Context: an optimization exercise on an open-source flow, tuned for small area. The choices shown serve that exercise and are no tape-out recipe. For this run, only the layout was checked, not whether the RTL still works. No activity file was given, so power comes from the tool's default toggle rates.

<file path="flow/run.sh">
#!/bin/bash
# synth_recipe.tcl (not shown) runs the flow's synth.tcl, then flattens the netlist and writes it again
# the make line also repeats each setting of config.mk as NAME=value (left out here)
make -C /OpenROAD-flow-scripts/flow DESIGN_CONFIG=/design/flow/config.mk WORK_HOME=/design/flow/orfs CLKGATE_MAP_FILE= SYNTH_SCRIPT=/design/flow/synth_recipe.tcl finish
</file>
<file path="flow/config.mk">
export PLATFORM = sky130hd
export DESIGN_NAME = tm_core
export DESIGN_NICKNAME = tm_core
export VERILOG_FILES = /design/flow/design.v
export SDC_FILE = /design/flow/constraint.sdc
export NUM_CORES = 4
export LEC_CHECK = 0
export ABC_AREA = 1
export CAP_MARGIN = 20
export CORE_MARGIN = 2
export CORE_UTILIZATION = 40
export PLACE_DENSITY = 0.6
export SLEW_MARGIN = 20
</file>
<file path="flow/constraint.sdc">
create_clock -name core_clock -period 30.0 [get_ports {clk}]
set_input_delay 6.0000 -clock core_clock [delete_from_list [all_inputs] [get_ports {clk}]]
set_output_delay 6.0000 -clock core_clock [all_outputs]
set_load 0.01 [all_outputs]
</file>
<file path="flow/design.v">
module tm_core (
    input  wire        clk,
    input  wire        rst,           
    input  wire [15:0] img_len,       
    output wire        mem_req,
    output wire        mem_we,
    output wire [15:0] mem_addr,
    output wire [15:0] mem_wdata,
    input  wire        mem_gnt,
    input  wire        mem_rvalid,
    input  wire [15:0] mem_rdata,
    output wire [1:0]  status,        
    output wire [2:0]  fault_kind,
    output wire        fault_write,
    output wire [15:0] fault_addr,
    output wire [15:0] ip_o,
    output wire [15:0] len_o
);
    localparam [5:0] S_CHK_IP = 6'd0,    
                     S_RD_OP  = 6'd1,
                     S_W_OP   = 6'd2,
                     S_DEC    = 6'd3,    
                     S_DEC2   = 6'd4,    
                     S_F1A    = 6'd5,    
                     S_F1R    = 6'd6,
                     S_W_F1   = 6'd7,
                     S_JMP    = 6'd8,    
                     S_CHK_F1 = 6'd9,
                     S_IND_R  = 6'd10,
                     S_W_IND  = 6'd11,
                     S_ALLOC  = 6'd12,
                     S_NEXT   = 6'd13,   
                     S_RA_A   = 6'd14,
                     S_RA_R   = 6'd15,
                     S_W_RA   = 6'd16,
                     S_CHK_A  = 6'd17,
                     S_VA_R   = 6'd18,
                     S_W_VA   = 6'd19,
                     S_RB_A   = 6'd20,
                     S_RB_R   = 6'd21,
                     S_W_RB   = 6'd22,
                     S_CHK_B  = 6'd23,
                     S_VB_R   = 6'd24,
                     S_W_VB   = 6'd25,
                     S_EX     = 6'd26,
                     S_DZ     = 6'd27,
                     S_MUL    = 6'd28,
                     S_DIV    = 6'd29,
                     S_ROT    = 6'd30,
                     S_RI_A   = 6'd31,
                     S_RI_R   = 6'd32,
                     S_W_RI   = 6'd33,
                     S_CHK_RI = 6'd34,
                     S_WR     = 6'd35,
                     S_TG_A   = 6'd36,
                     S_TG_R   = 6'd37,
                     S_W_TG   = 6'd38,
                     S_HALT   = 6'd39;
    localparam [2:0] F_TRUNC  = 3'd1,
                     F_INVOP  = 3'd2,
                     F_ACCESS = 3'd3,
                     F_DIVZ   = 3'd4,
                     F_MEMEX  = 3'd5,
                     F_ABNORM = 3'd6;
    reg [5:0]  state;
    reg [15:0] ip, len, A, B, C;
    reg [3:0]  op;
    reg [1:0]  fl;
    reg [3:0]  cnt;
    reg [2:0]  fk;
    reg        fw;
    wire o_arith = (op >= 4'd1) && (op <= 4'd5);
    wire o_add   = (op == 4'd1);
    wire o_mul   = (op == 4'd3);
    wire o_div   = (op == 4'd4);
    wire o_dm    = (op == 4'd4) || (op == 4'd5);
    wire o_w1    = (op == 4'd0) || (op == 4'd15);
    wire o_w2    = (op >= 4'd12) && (op <= 4'd14);
    wire st_chk = (state == S_CHK_IP) || (state == S_DEC2) || (state == S_CHK_F1) ||
                  (state == S_CHK_A) || (state == S_CHK_B) || (state == S_CHK_RI);
    wire st_ipk = (state == S_DEC) || (state == S_F1A) || (state == S_NEXT) ||
                  (state == S_RA_A) || (state == S_RB_A) || (state == S_RI_A) ||
                  (state == S_TG_A);
    wire st_mul = (state == S_MUL);
    wire st_div = (state == S_DIV);
    wire st_ex  = (state == S_EX);
    reg [2:0] k;
    always @(*) begin
        case (state)
            S_DEC:   k = o_w1 ? 3'd0 : o_w2 ? 3'd1 : 3'd4;
            S_F1A:   k = 3'd1;
            S_RA_A:  k = o_arith ? 3'd3 : 3'd2;
            S_RB_A:  k = o_arith ? 3'd4 : 3'd3;
            S_RI_A:  k = 3'd2;
            S_TG_A:  k = 3'd4;
            S_NEXT:  k = (op == 4'd0) ? 3'd1 : (op == 4'd14) ? 3'd2 : 3'd5;
            default: k = 3'd0;
        endcase
    end
    wire sbit  = st_div || (state == S_ROT);
    wire [15:0] xs = {C[14:0], A[15] & sbit};
    wire x_a   = st_ex && !o_dm;
    wire x_l   = st_chk || (state == S_ALLOC);
    wire x_s   = st_mul || st_div;
    wire x_i   = st_ipk;
    wire [15:0] X = ({16{x_a}} & A) | ({16{x_l}} & len) | ({16{x_s}} & xs) |
                    ({16{x_i}} & ip);
    wire inv   = st_chk || st_div || (st_ex && !o_add);
    wire y_b   = st_chk || st_div || (state == S_ALLOC) || (state == S_DZ) ||
                 (st_ex && !o_dm) || (st_mul && A[15]);
    wire cin   = st_div || (st_ex && !o_add && !o_dm);
    wire [15:0] Y = ((B ^ {16{inv}}) & {16{y_b}}) | {13'd0, k & {3{x_i}}};
    wire [16:0] cy;
    wire [16:0] S;
    assign cy[0] = cin;
    genvar gi;
    generate
        for (gi = 0; gi < 16; gi = gi + 1) begin : g_add
            assign S[gi]      = X[gi] ^ Y[gi] ^ cy[gi];
            assign cy[gi + 1] = (X[gi] & Y[gi]) | (cy[gi] & (X[gi] ^ Y[gi]));
        end
    endgenerate
    assign S[16] = cy[16];
    wire s_zero = (S[15:0] == 16'd0);
    wire lt_len = S[16];                
    wire dok    = C[15] | S[16];        
    reg taken;
    always @(*) begin
        case (op)
            4'd6:    taken = !S[16];
            4'd7:    taken = !S[16] || s_zero;
            4'd8:    taken = s_zero;
            4'd9:    taken = !s_zero;
            4'd10:   taken = S[16] && !s_zero;
            default: taken = S[16];
        endcase
    end
    wire rv = mem_rvalid;
    always @(posedge clk) begin
        if (rst) begin
            state <= S_CHK_IP;
            ip    <= 16'd0;
            B     <= 16'd0;
            len   <= img_len;
            cnt   <= 4'd0;
            fk    <= 3'd0;
            fw    <= 1'b0;
        end else begin
            case (state)
                S_CHK_IP: begin
                    if (!lt_len) begin
                        fk    <= F_ABNORM;
                        B     <= 16'd0;
                        state <= S_HALT;
                    end else
                        state <= S_RD_OP;
                end
                S_RD_OP: if (mem_gnt) state <= S_W_OP;
                S_W_OP: if (rv) begin
                    op <= mem_rdata[3:0];
                    if (mem_rdata[15:4] != 12'd0) begin
                        fk    <= F_INVOP;
                        B     <= 16'd0;
                        state <= S_HALT;
                    end else
                        state <= S_DEC;
                end
                S_DEC: begin
                    B <= S[15:0];
                    if (S[16]) begin
                        fk    <= F_TRUNC;
                        B     <= 16'd0;
                        state <= S_HALT;
                    end else if (op == 4'd0)
                        state <= S_NEXT;
                    else if (op == 4'd15) begin
                        B     <= 16'd0;
                        state <= S_HALT;
                    end else
                        state <= S_DEC2;
                end
                S_DEC2: begin
                    if (!lt_len) begin
                        fk    <= F_TRUNC;
                        B     <= 16'd0;
                        state <= S_HALT;
                    end else
                        state <= S_F1A;
                end
                S_F1A: begin
                    B     <= S[15:0];
                    state <= S_F1R;
                end
                S_F1R: if (mem_gnt) state <= S_W_F1;
                S_W_F1: if (rv) begin
                    fl <= mem_rdata[1:0];
                    B  <= mem_rdata;
                    if (op == 4'd12)
                        state <= S_JMP;
                    else if (o_w2)
                        state <= S_CHK_F1;
                    else
                        state <= S_RA_A;
                end
                S_JMP: begin
                    ip    <= B;
                    state <= S_CHK_IP;
                end
                S_CHK_F1: begin
                    if (!lt_len) begin
                        fk    <= F_ACCESS;
                        state <= S_HALT;
                    end else
                        state <= S_IND_R;
                end
                S_IND_R: if (mem_gnt) state <= S_W_IND;
                S_W_IND: if (rv) begin
                    B     <= mem_rdata;
                    state <= (op == 4'd13) ? S_JMP : S_ALLOC;
                end
                S_ALLOC: begin
                    if (S[16]) begin
                        fk    <= F_MEMEX;
                        B     <= 16'd0;
                        state <= S_HALT;
                    end else begin
                        len   <= S[15:0];
                        state <= S_NEXT;
                    end
                end
                S_NEXT: begin
                    B     <= S[15:0];
                    state <= S_JMP;
                end
                S_RA_A: begin
                    B     <= S[15:0];
                    state <= S_RA_R;
                end
                S_RA_R: if (mem_gnt) state <= S_W_RA;
                S_W_RA: if (rv) begin
                    A     <= mem_rdata;
                    B     <= mem_rdata;
                    state <= fl[0] ? S_CHK_A : S_RB_A;
                end
                S_CHK_A: begin
                    if (!lt_len) begin
                        fk    <= F_ACCESS;
                        state <= S_HALT;
                    end else
                        state <= S_VA_R;
                end
                S_VA_R: if (mem_gnt) state <= S_W_VA;
                S_W_VA: if (rv) begin
                    A     <= mem_rdata;
                    state <= S_RB_A;
                end
                S_RB_A: begin
                    B     <= S[15:0];
                    state <= S_RB_R;
                end
                S_RB_R: if (mem_gnt) state <= S_W_RB;
                S_W_RB: if (rv) begin
                    B     <= mem_rdata;
                    state <= fl[1] ? S_CHK_B : S_EX;
                end
                S_CHK_B: begin
                    if (!lt_len) begin
                        fk    <= F_ACCESS;
                        state <= S_HALT;
                    end else
                        state <= S_VB_R;
                end
                S_VB_R: if (mem_gnt) state <= S_W_VB;
                S_W_VB: if (rv) begin
                    B     <= mem_rdata;
                    state <= S_EX;
                end
                S_EX: begin
                    C <= S[15:0];
                    if (!o_arith)
                        state <= taken ? S_TG_A : S_NEXT;
                    else if (o_mul)
                        state <= S_MUL;
                    else if (o_dm)
                        state <= S_DZ;
                    else
                        state <= S_RI_A;
                end
                S_DZ: begin
                    if (s_zero) begin
                        fk    <= F_DIVZ;
                        state <= S_HALT;
                    end else
                        state <= S_DIV;
                end
                S_MUL: begin
                    C   <= S[15:0];
                    A   <= {A[14:0], 1'b0};
                    cnt <= cnt + 4'd1;
                    if (cnt == 4'd15) state <= S_RI_A;
                end
                S_DIV: begin
                    C   <= dok ? S[15:0] : xs;
                    A   <= {A[14:0], dok};
                    cnt <= cnt + 4'd1;
                    if (cnt == 4'd15) state <= o_div ? S_ROT : S_RI_A;
                end
                S_ROT: begin
                    C   <= xs;
                    A   <= {A[14:0], 1'b0};
                    cnt <= cnt + 4'd1;
                    if (cnt == 4'd15) state <= S_RI_A;
                end
                S_RI_A: begin
                    B     <= S[15:0];
                    state <= S_RI_R;
                end
                S_RI_R: if (mem_gnt) state <= S_W_RI;
                S_W_RI: if (rv) begin
                    B     <= mem_rdata;
                    state <= S_CHK_RI;
                end
                S_CHK_RI: begin
                    if (!lt_len) begin
                        fk    <= F_ACCESS;
                        fw    <= 1'b1;
                        state <= S_HALT;
                    end else
                        state <= S_WR;
                end
                S_WR: if (mem_gnt) state <= S_NEXT;
                S_TG_A: begin
                    B     <= S[15:0];
                    state <= S_TG_R;
                end
                S_TG_R: if (mem_gnt) state <= S_W_TG;
                S_W_TG: if (rv) begin
                    B     <= mem_rdata;
                    state <= S_JMP;
                end
                default: state <= S_HALT;
            endcase
        end
    end
    wire halted = (state == S_HALT);
    assign mem_req   = (state == S_RD_OP) || (state == S_F1R) || (state == S_IND_R) ||
                       (state == S_RA_R) || (state == S_VA_R) || (state == S_RB_R) ||
                       (state == S_VB_R) || (state == S_RI_R) || (state == S_TG_R) ||
                       (state == S_WR);
    assign mem_we    = (state == S_WR);
    assign mem_addr  = B;
    assign mem_wdata = C;
    wire fault = (fk != 3'd0);
    assign status      = {halted & fault, halted & ~fault};
    assign fault_kind  = fk;
    assign fault_write = fw;
    assign fault_addr  = B;
    assign ip_o        = ip;
    assign len_o       = len;
endmodule
</file>
==> results.toml <==
[synthesis]
synth_edf_count = 54
seq_area_frac_synth_pct = 36.3
syn_avg_cell_area_um2 = 6.70
synthMostInstantiatedCell = "nand2_1"
synth_common_cells = "nand2_1 (308), nor2_1 (148), inv_1 (106)"
ys_seq_elements = 100
netlist.area_leader.share_pct = 23.1
synthCells = 1046
synth_top_area_cell = "edfxtp_1"
synth_cell_types = 38
synth_flop_cell = "edfxtp_1"
yosys_warnings = 1
netlist_area_um2 = 7010
synth_nets = 1099
async_reset_ff_share_pct = 0
synthTopCellsByArea = "edfxtp_1 (23%), nand2_1 (16%), dfxtp_1 (13%)"

[pwr]
pwr-share-clk_pct = 13.9
swShare_pct = 49.5
power.share.sequential_pct = 24.5
intPower_w = 0.000433
power.switching_w = 0.000424
p_leak_nw = 3.81
power.total_w = 0.000857
powerDensity_nw_per_um2 = 100
ir_drop_v = 0.0000450
p_comb_share_pct = 61.7

[global_route]
grt_max_degree = 42
grt_use_total_pct = 28.7
overflow = 0
antenna_found_initial = 0
grt_pass1_vias = 6896
grt_pass1_wl_um = 39700

[die]
core_um2 = 17200
rows = 48
fp.dieW_um = 136
initial_core_util_pct = 40.7
die_height_um = 136
dieArea_um2 = 18600
io-pin-count = 124

[timing]
worstMarginPinSlew_ps = 985
finalSetupViolations = 0
slew_violations = 0
rsz0062_at_grt = "false"
max_freq_mhz = 94.5
hold_viol = 0
setup_tns_ps = 0
relSlewSlack_pct = 34.3
fin_crit_ps = 10580
skew_ps = 11.7
min_period_over_period_pct = 35.3
hold_slack_ps = 455

[critical_path]
worstPathRequired_ps = 30250
cp_num_buf_inv = 3
slowest_stage = "nor2_1"
critPathKind = "flop to flop"
rrSetupSlack_ps = 19420
cpMostUsedCell = "fa_1"
crit_family = "adder cells"
cpPeakStageDelay_ps = 700
timing.rr.start = "state[0]"
critPathLaunch = "state[0]"
startpoint_type = "flop"
path_max_fanout = 32
critPathCaptureType = "flop"
worst_ep_arrival_time_ps = 10830

[clock_network]
post-cts-setup-buffers = 0
cts_buffers = 9
htree_levels = 3
cts.sinks = 100
cts-root-buf = "clkbuf_16"
clkTransAtPathRegs_ps = 80
clk_latency_ps = 360
cts_resized = 0
cts_buffer_depth = 2
cts_tree = "yes"
cts_hold_buffers = 0

[detailed_routing]
ant_nets = 0
routedWlPerCell_um = 19.2
viasPerCell = 5.40
vias = 7359
dr.pass1.iters = 8
drt-initial-drc-count = 880
drc = 0
wirelength_um = 26200

[finish]
nets = 1186
finish.utilization_pct = 49.8
area_delta_synth_final_pct = 22.4
drive_gt1_share_pct = 5.27
stdcell_count = 1363
diodes = 0

[flow_run]
maxCapViolations = 0

[status]
status = "timing/DRC/antenna clean"

[hold_path]
min_from = "fw"
hold_class = "flop to flop"

[place]
port_buffers = 123
hpwl_um = 20100
dp.cells = 1347
place.gp.congestion = 1.01
## registers in the layout, summed over array words and instances, names as in the netlist
signal  count
fw          1
B          16
fk          3
cnt         4
state       6
fl          2
A          16
ip         16
C          16
op          4
len        16
## cells in the final DEF (no fill, tap or decap), types with 13 or more instances in the layout
| cell type | instances |
|---|---|
| nand2_1 | 308 |
| nor2_1 | 147 |
| clkdlybuf4s50_1 | 123 |
| inv_1 | 106 |
| o21ai_0 | 83 |
| nand3_1 | 66 |
| edfxtp_1 | 54 |
| dfxtp_1 | 46 |
| a21oi_1 | 35 |
| nor3_1 | 24 |
| fa_1 | 16 |
| inv_2 | 13 |
| o21ai_1 | 13 |
## through the flow
step,worst slack [ps],cell area (um2)
global route,18720,8580
finish,19420,8580
global placement,19530,8290
floorplan,21240,7010
detailed placement,19570,8290
CTS,19510,8580
## tightest hold or removal path: cells and delay by family, from the launching register on
family	cells	cell delay, ps
flops	1	310
compound gates	1	50
buf+inv	1	50
## cells by family after synthesis
kind of cell    Yosys count  share of synthesized area [%]
compound gates          163                           12.9
flops                   100                           36.3
simple gates            588                           35.2
buf+inv                 178                           10.9
fa+ha+maj                17                           4.75
## area by class of cell
| cell class | instances | area, um2 |
|---|---|---|
| Multi-Input combinational cell | 768 | 3700 |
| Tap cell | 225 | 282 |
| Fill cell | 1789 | 8660 |
| Sequential cell | 100 | 2540 |
| Inverter | 121 | 454 |
| Clock inverter | 4 | 31.3 |
| Timing Repair Buffer | 133 | 1310 |
| Clock buffer | 12 | 258 |
## worst paths after layout
| path | cells after the start | endpoint |
|---|---|---|
| hold reg to reg | 2 | fw |
| setup / recovery | 37 | fk[1] |
| setup reg to reg | 37 | fk[1] |
| hold / removal | 2 | fw |
## power by group through the flow
| stage | logic [W] | registers, W | clock network [W] |
|---|---|---|---|
| global placement | 0.000526 | 0.000212 | 0 |
| CTS | 0.000525 | 0.000209 | 0.000120 |
| detailed placement | 0.000521 | 0.000212 | 0 |
| global route | 0.000582 | 0.000212 | 0.000125 |
| finish | 0.000529 | 0.000210 | 0.000119 |
| floorplan | 0.000344 | 0.000209 | 0 |
## layer usage
layer | vias to the layer above | share of wire [%] | global-route usage [%]
met5 | - | 0 | 0
met4 | 0 | 3.4 | 11.6
met3 | 58 | 6.9 | 5.03
met2 | 369 | 47 | 47.0
met1 | 3379 | 43 | 37.7
li1 | 3553 | - | -

## port drivers added, routing unchanged
How much do the figures lean on ideal ports? The routed layout below was timed once more, with nothing changed but the port constraints.
Step 1: set_driving_cell puts a clkbuf_16 on clk and a buf_2 on each other input, an assumption about the parent block.
Step 2, shift: input delay + t, output delay - t, t = (earliest + latest rising clock arrival at the registers) / 2. This alone moves slack from input paths to output paths.
a / b / c = no drivers / after step 1 / after step 2; a / b = the first two.
shift t [ns]: 0.398
setup WS [ns]: 19.418 / 19.418 / 19.418
pins driven straight from the clock port: 1
After both steps this run still meets setup and hold. For this run, drivers alone change the setup slack by 0.000 ns; drivers and shift together by 0.000 ns.
